Context: an optimization exercise on an open-source flow, tuned for small area, a short achievable clock period and few clock cycles per item. The choices shown serve that exercise and are no tape-out recipe. Where RTL was checked, it was by simulation tests only, not by an equivalence proof against the original. No driver is modelled on the clock port, so clocking that relies on it looks cheaper here than on a real chip.

==> flow/design.v (excerpt) <==
module grad_stream (
    input  wire       clk,
    input  wire       rst,
    input  wire       in_valid,
    output wire       in_ready,
    input  wire       in_sof,
    input  wire [6:0] in_width,
    input  wire [1:0] in_preset,
    input  wire [7:0] in_pix,
    output reg        out_valid,
    input  wire       out_ready,
    output reg  [7:0] out_mag
);
    localparam QD = 5;      
    reg       rdy;
    reg       acc_r;
    reg       sof_r;
    reg [7:0] pix_r;
    reg [6:0] wreg;        
    reg [1:0] preg;        
    assign in_ready = rdy;
    always @(posedge clk) begin
        acc_r <= in_valid && rdy && !rst;
        sof_r <= in_sof;
        pix_r <= in_pix;
        if (in_valid && rdy && in_sof) begin
            wreg <= in_width;
            preg <= in_preset;
        end
    end
    reg [6:0] xn;          
    reg [1:0] y;           
    wire eo = (preg != 2'd3);                     
    wire sb = (preg != 2'd2) && (preg != 2'd3);   
  ...
export LEC_CHECK = 0
export ABC_AREA = 1
export CAP_MARGIN = 20
export CORE_MARGIN = 2
export CORE_UTILIZATION = 65
export SLEW_MARGIN = 20
create_clock -name core_clock -period 30.0 [get_ports {clk}]
standard.sh (not shown) runs the stock make flow with config.mk's settings and CLKGATE_MAP_FILE= SYNTH_SCRIPT=/design/flow/synth_recipe.tcl, a recipe that flattens the netlist after the stock synthesis.
==> flow/flow/run.sh <==
#!/bin/bash
# Layout: the standard flow (standard.sh), with these changes to how the
# layout is made:
#  - the port buffers are sky130_fd_sc_hd__buf_2 (buffer_ports otherwise
#    picks a slow delay cell); every port still gets its buffer;
#  - repair_timing is asked for a large setup margin, so that it sizes the
#    paths towards a short period instead of stopping at the 30 ns clock;
#    the clock, its period and the I/O constraints are the standard flow's, unchanged.
# standard.sh's output is kept in standard.log and the tools' own logs are
# copied to flow_logs/.
set -uo pipefail
export BUFFER_PORTS_ARGS="-buffer_cell sky130_fd_sc_hd__buf_2"
export SETUP_SLACK_MARGIN=22.5
export CTS_ARGS="-sink_clustering_enable -repair_clock_nets -sink_clustering_size 30 -sink_clustering_max_diameter 120 -dont_use_dummy_load -buf_list {sky130_fd_sc_hd__clkbuf_8 sky130_fd_sc_hd__clkbuf_16}"
bash standard.sh > standard.log 2>&1
st=$?
cp -r orfs/logs flow_logs 2>/dev/null || true
exit $st
The baseline went through all stages and came out clean.
Rerun with:
--- a/flow/design.v
+++ b/flow/design.v
@@ -108,24 +108,24 @@
         end
     end
     wire signed [11:0] vcs = {2'b0, col_v};
     wire signed [11:0] vbs = {2'b0, vb};
     wire signed [11:0] sx_c = vcs - vbs;
     wire signed [11:0] sy_c = (eo ? db + col_d : 12'sd0) + (sb ? 2 * da : da);
     reg               pv1;
-    reg signed [11:0] sx1, sy1;
+    reg signed [10:0] sx1, sy1;     
     always @(posedge clk) begin
-        sx1 <= sx_c;
-        sy1 <= sy_c;
+        sx1 <= sx_c[10:0];
+        sy1 <= sy_c[10:0];
     end
-    wire       nx = sx1[11], ny = sy1[11];
+    wire       nx = sx1[10], ny = sy1[10];
     wire [7:0] mx = sx1[7:0] ^ {8{nx}};
     wire [7:0] my = sy1[7:0] ^ {8{ny}};
-    wire bigx = nx ? !((sx1[10:8] == 3'h7) && (sx1[7:0] != 8'd0)) : (sx1[10:8] != 3'h0);
-    wire bigy = ny ? !((sy1[10:8] == 3'h7) && (sy1[7:0] != 8'd0)) : (sy1[10:8] != 3'h0);
+    wire bigx = nx ? !((sx1[9:8] == 2'h3) && (sx1[7:0] != 8'd0)) : (sx1[9:8] != 2'h0);
+    wire bigy = ny ? !((sy1[9:8] == 2'h3) && (sy1[7:0] != 8'd0)) : (sy1[9:8] != 2'h0);
     wire sqw1 = (mx[0] & mx[5]) ^ (mx[1] & mx[4]);
     wire sqw2 = (mx[0] & mx[5]) & (mx[1] & mx[4]);
     wire sqw3 = (mx[0] & mx[7]) ^ (mx[1] & mx[6]) ^ (mx[2] & mx[5]);
     wire sqw4 = ((mx[0] & mx[7]) & (mx[1] & mx[6])) | ((mx[0] & mx[7]) & (mx[2] & mx[5])) | ((mx[1] & mx[6]) & (mx[2] & mx[5]));
     wire sqw5 = (mx[3] & mx[4]) ^ mx[4];
     wire sqw6 = (mx[3] & mx[4]) & mx[4];
     wire sqw7 = (mx[0] & mx[3]) ^ (mx[1] & mx[2]) ^ mx[2];
Outcome: The new run completed with no timing, DRC or antenna violations; count of clock-buffer cells in the layout stays the same; final cell count stays flat; design area stays flat; die area is about the same.
Testbench counts after the change, summed over its fixed seeds: cycles 48,038, items 48,000.
Only the layout flow was run in the first run of this note; the RTL was not checked for function there.

* * *

grad_stream, a different RTL version from the one above (not shown whole).
Size: about 1200 flip-flops, roughly 32 I/O pins.
==> flow/config.mk <==
export PLATFORM = sky130hd
export DESIGN_NAME = grad_stream
export DESIGN_NICKNAME = grad_stream
export VERILOG_FILES = /design/flow/design.v
export SDC_FILE = /design/flow/constraint.sdc
export NUM_CORES = 4
export LEC_CHECK = 0
export ABC_AREA = 1
export CAP_MARGIN = 20
export CORE_MARGIN = 2
export CORE_UTILIZATION = 65
export SLEW_MARGIN = 20
==> flow/constraint.sdc <==
create_clock -name core_clock -period 30.0 [get_ports {clk}]
set_input_delay 6.0000 -clock core_clock [delete_from_list [all_inputs] [get_ports {clk}]]
set_output_delay 6.0000 -clock core_clock [all_outputs]
set_load 0.01 [all_outputs]
==> flow/flow/run.sh <==
#!/bin/bash
# Layout: the standard flow (standard.sh, which runs the standard
# synthesis unchanged), with two changes to how the layout is made:
#  - the port buffers are sky130_fd_sc_hd__buf_2 (buffer_ports otherwise
#    picks a slow delay cell); every input and output port still gets one;
#  - clock tree synthesis clusters up to 30 sinks per leaf buffer, uses
#    clkbuf_8/clkbuf_16 and no dummy loads, which needs far fewer clock
#    buffers; the tree stays balanced (no skew is added on purpose).
# The clock, its period and the I/O constraints are the standard flow's, unchanged.
# standard.sh's output is kept in standard.log and the tools' own logs are
# copied to flow_logs/.
set -uo pipefail
export BUFFER_PORTS_ARGS="-buffer_cell sky130_fd_sc_hd__buf_2"
export CTS_ARGS="-sink_clustering_enable -repair_clock_nets -sink_clustering_size 30 -sink_clustering_max_diameter 120 -dont_use_dummy_load -buf_list {sky130_fd_sc_hd__clkbuf_8 sky130_fd_sc_hd__clkbuf_16}"
bash standard.sh > standard.log 2>&1
st=$?
cp -r orfs/logs flow_logs 2>/dev/null || true
exit $st
The starting point ran to the end with no violations.
Testbench counts at the start, summed over its fixed seeds: cycles 48,030, items 48,000.
Change:
--- a/flow/design.v
+++ b/flow/design.v
@@ -262,25 +262,25 @@
     wire sqw138 = (sqw77 & sqw106) | (sqw77 & sqw107) | (sqw106 & sqw107);
     wire sqw139 = sqw81 ^ sqw108 ^ sqw109;
     wire sqw140 = (sqw81 & sqw108) | (sqw81 & sqw109) | (sqw108 & sqw109);
     wire sqw141 = sqw83 ^ sqw110 ^ sqw111;
     wire sqw142 = (sqw83 & sqw110) | (sqw83 & sqw111) | (sqw110 & sqw111);
     wire sqw143 = sqw85 ^ sqw112 ^ sqw113;
     wire sqw144 = (sqw85 & sqw112) | (sqw85 & sqw113) | (sqw112 & sqw113);
     wire sqw145 = sqw86 ^ sqw114;
     wire sqw146 = sqw86 & sqw114;
     wire [16:0] sq_ra = {sqw146, sqw144, sqw142, sqw140, sqw138, sqw136, sqw134, sqw132, sqw130, sqw128, sqw126, sqw124, sqw122, sqw120, sqw118, sqw116, sqw87};
     wire [16:0] sq_rb = {1'b0, sqw145, sqw143, sqw141, sqw139, sqw137, sqw135, sqw133, sqw131, sqw129, sqw127, sqw125, sqw123, sqw121, sqw119, sqw117, sqw115};
     wire [16:0] sq_c = sq_ra + sq_rb;
-    localparam CUT = 4;
+    localparam CUT = 3;
     wire [8:0] rem_w  [0:8];
     wire [7:0] root_w [0:8];
     reg                  pv2, sat2;
     reg [CUT-1:0]        root2;
     reg [CUT:0]          rem2;
     reg [2*(8-CUT)-1:0]  low2;
     assign rem_w[0]  = 9'd0;
     assign root_w[0] = 8'd0;
     genvar n;
     generate for (n = 0; n < 8; n = n + 1) begin : it
         wire [8:0] rin;
         wire [7:0] qin;
Effect:
- flip-flop and latch count stays the same
- routed wire length is lower by 2.5%
- design area is lower by 0.37%
- die area is lower by 0.30%
- cell count is lower by 0.52%
- synthesized cell count is lower by about 0.4%
For the second run of this note, only the layout was checked, not whether the RTL still works.

* * *

## JK
grad_stream, a different RTL version from the one above (not shown whole).
Size: about 2500 cells after synthesis, roughly 1300 flip-flops, ~32 I/O pins, roughly 47000 sq um of cells after synthesis.
==> flow/config.mk <==
export PLATFORM = sky130hd
export DESIGN_NAME = grad_stream
export DESIGN_NICKNAME = grad_stream
export VERILOG_FILES = /design/flow/design.v
export SDC_FILE = /design/flow/constraint.sdc
export NUM_CORES = 4
export LEC_CHECK = 0
export CAP_MARGIN = 20
export CORE_MARGIN = 2
export CORE_UTILIZATION = 40
export SLEW_MARGIN = 20
==> flow/constraint.sdc <==
create_clock -name core_clock -period 30.0 [get_ports {clk}]
set_input_delay 6.0000 -clock core_clock [delete_from_list [all_inputs] [get_ports {clk}]]
set_output_delay 6.0000 -clock core_clock [all_outputs]
set_load 0.01 [all_outputs]
run.sh (not shown) runs the stock make flow with config.mk's settings and CLKGATE_MAP_FILE= SYNTH_SCRIPT=/design/flow/synth_recipe.tcl, a recipe that flattens the netlist after the stock synthesis.
Stock flow here: none of the scripts above is used.
Testbench counts of JK, summed over its fixed seeds: cycles 48,046, items 48,000.
--- input diff JK..MS ---
-- flow/design.v --
<<< JK, line 12
    output reg  [7:0] out_mag
);
    localparam QD = 6;      
    reg       rdy;
    reg       acc_r;
>>> MS, line 12
    output reg  [7:0] out_mag
);
    localparam QD = 8;      
    reg       rdy;
    reg       acc_r;
<<< JK, line 289
    reg [4:0]  rem3;
    reg [7:0]  low3;
    assign rem_w[0]  = 9'd0;
    assign root_w[0] = 8'd0;
>>> MS, line 289
    reg [4:0]  rem3;
    reg [7:0]  low3;
    reg        pv4, sat4;
    reg [5:0]  root4;
    reg [6:0]  rem4;
    reg [3:0]  low4;
    reg        pv5;
    reg [7:0]  mag5;
    assign rem_w[0]  = 9'd0;
    assign root_w[0] = 8'd0;
<<< JK, line 296
        wire [7:0] qin;
        wire [1:0] bb;
        if (n == 4) begin : cut
            assign rin = {4'd0, rem3};
            assign qin = {4'd0, root3};
        end else begin : nocut
            assign rin = rem_w[n];
            assign qin = root_w[n];
        end
        if (n < 4) begin : hi
            assign bb = sq2[2*(7-n) +: 2];
        end else begin : lo
            assign bb = low3[2*(7-n) +: 2];
        end
        wire [n+2:0] r  = {rin[n:0], bb};
>>> MS, line 302
        wire [7:0] qin;
        wire [1:0] bb;
        if (n == 4) begin : cut3
            assign rin = {4'd0, rem3};
            assign qin = {4'd0, root3};
        end else if (n == 6) begin : cut4
            assign rin = {2'd0, rem4};
            assign qin = {2'd0, root4};
        end else begin : nocut
            assign rin = rem_w[n];
            assign qin = root_w[n];
        end
        if (n < 4) begin : b2
            assign bb = sq2[2*(7-n) +: 2];
        end else if (n < 6) begin : b3
            assign bb = low3[2*(7-n) +: 2];
        end else begin : b4
            assign bb = low4[2*(7-n) +: 2];
        end
        wire [n+2:0] r  = {rin[n:0], bb};
<<< JK, line 321
        rem3  <= rem_w[4][4:0];
        low3  <= sq2[7:0];
    end
    wire [7:0] mag_c = sat3 ? 8'd255 : root_w[8];
    reg [7:0] q [0:QD-1];
    reg [2:0] wp, rp;
>>> MS, line 332
        rem3  <= rem_w[4][4:0];
        low3  <= sq2[7:0];
        sat4  <= sat3;
        root4 <= root_w[6][5:0];
        rem4  <= rem_w[6][6:0];
        low4  <= low3[3:0];
        mag5  <= sat4 ? 8'd255 : root_w[8];
    end
    reg [7:0] q [0:QD-1];
    reg [2:0] wp, rp;
<<< JK, line 329
    wire qe    = (qn == 4'd0);
    wire ofree = !out_valid || out_ready;
    wire loadq = ofree && !qe;                
    wire loadd = ofree && qe && pv3;          
    wire push  = pv3 && !(ofree && qe);       
    wire [2:0] wp1 = (wp == QD - 1) ? 3'd0 : wp + 3'd1;
    wire [2:0] rp1 = (rp == QD - 1) ? 3'd0 : rp + 3'd1;
    always @(posedge clk) begin
        if (push) q[wp] <= mag_c;
        if (loadq)      out_mag <= q[rp];
        else if (loadd) out_mag <= mag_c;
    end
    wire [3:0] nb  = nout - {3'd0, acc_r && !interior};
>>> MS, line 344
    wire qe    = (qn == 4'd0);
    wire ofree = !out_valid || out_ready;
    wire push  = pv5 && !(ofree && qe);       
    always @(posedge clk) begin
        if (pv5) q[wp] <= mag5;
        if (ofree && (!qe || pv5)) out_mag <= qe ? mag5 : q[rp];
    end
    wire [3:0] nb  = nout - {3'd0, acc_r && !interior};
<<< JK, line 346
    wire [3:0] nnext = inc ? (dec ? nb : nbp) : (dec ? nbm : nb);
    wire       rnext = inc ? (dec ? (nb <= QD) : (nbp <= QD)) : (dec ? (nbm <= QD) : (nb <= QD));
    wire [3:0] qn_free = qe ? 4'd0 : qn - 4'd1 + {3'd0, pv3};
    wire [3:0] qn_hold = qn + {3'd0, pv3};
    always @(posedge clk) begin
        if (rst) begin
            winv <= 1'b0;
            pv1 <= 1'b0; pv2 <= 1'b0; pv3 <= 1'b0;
            wp <= 3'd0; rp <= 3'd0; qn <= 4'd0;
            out_valid <= 1'b0;
>>> MS, line 356
    wire [3:0] nnext = inc ? (dec ? nb : nbp) : (dec ? nbm : nb);
    wire       rnext = inc ? (dec ? (nb <= QD) : (nbp <= QD)) : (dec ? (nbm <= QD) : (nb <= QD));
    wire [3:0] qn_free = qe ? 4'd0 : qn - 4'd1 + {3'd0, pv5};
    wire [3:0] qn_hold = qn + {3'd0, pv5};
    always @(posedge clk) begin
        if (rst) begin
            winv <= 1'b0;
            pv1 <= 1'b0; pv2 <= 1'b0; pv3 <= 1'b0; pv4 <= 1'b0; pv5 <= 1'b0;
            wp <= 3'd0; rp <= 3'd0; qn <= 4'd0;
            out_valid <= 1'b0;
<<< JK, line 361
            pv2 <= pv1;
            pv3 <= pv2;
            if (push)  wp <= wp1;
            if (loadq) rp <= rp1;
            qn <= ofree ? qn_free : qn_hold;
            out_valid <= ofree ? (!qe || pv3) : 1'b1;
            nout <= nnext;
            rdy  <= rnext;
>>> MS, line 371
            pv2 <= pv1;
            pv3 <= pv2;
            pv4 <= pv3;
            pv5 <= pv4;
            if (push)  wp <= wp + 3'd1;
            if (ofree && !qe) rp <= rp + 3'd1;
            qn <= ofree ? qn_free : qn_hold;
            out_valid <= ofree ? (!qe || pv5) : 1'b1;
            nout <= nnext;
            rdy  <= rnext;
- MS completed every stage of the flow, and the final layout passed the timing, DRC and antenna checks.
- Summary of the comparison: final cell utilization of the core is higher in MS, relative to JK.
- Post-route worst setup slack, MS and JK: smaller value in JK
- Compared to JK, MS has worst setup slack before clock tree synthesis 1.02 ns higher.
- MS gives more post-layout net count than JK did.
- Total via count after detailed routing grows by a few percent when moving from JK to MS.
- Summary of MS over JK: share of the clock period used by the worst path fell by 1.3 points; average wire per cell in the routed design shrank by about 1.5%.
Only the layout flow was run in MS; the RTL was not checked for function there.

-- re-timing with driven ports --
Ports are ideal in the flow. The routed layouts listed here were re-timed in OpenROAD. Step 1 assumes that a clkbuf_16 drives the clock port and a buf_2 every other input. Step 2 also shifts input and output timing later by t, the mid clock arrival at the registers, as if the neighbouring blocks saw the same clock. a / b / c = ideal / step 1 / step 2; a / b = the first two.
| run | shift t [ns] | setup slack, ns | clock arrival spread, ns | worst register clock-pin slew, ns | pins driven straight from the clock port |
|---|---|---|---|---|---|
| the first run of note 1 | 0.659 | 22.842 / 22.779 / 22.738 | 0.057 / 0.057 | 0.11 / 0.11 | 1 |
| the second run of note 1 | 0.667 | 22.860 / 22.795 / 22.650 | 0.093 / 0.093 | 0.12 / 0.12 | 1 |
| the first run of note 2 | 0.655 | 22.892 / 22.827 / 22.646 | 0.071 / 0.071 | 0.12 / 0.12 | 1 |
| the second run of note 2 | 0.651 | 22.827 / 22.827 / 22.690 | 0.099 / 0.098 | 0.12 / 0.12 | 1 |
| JK | 0.765 | 21.906 / 21.945 / 21.180 | 0.086 / 0.086 | 0.07 / 0.07 | 1 |
| MS | 0.770 | 22.295 / 22.221 / 22.190 | 0.059 / 0.059 | 0.06 / 0.06 | 1 |
After both steps every run listed still meets setup and hold. The setup slack of JK, which loses most, moves by +0.039 ns with the drivers and by -0.726 ns with both steps.
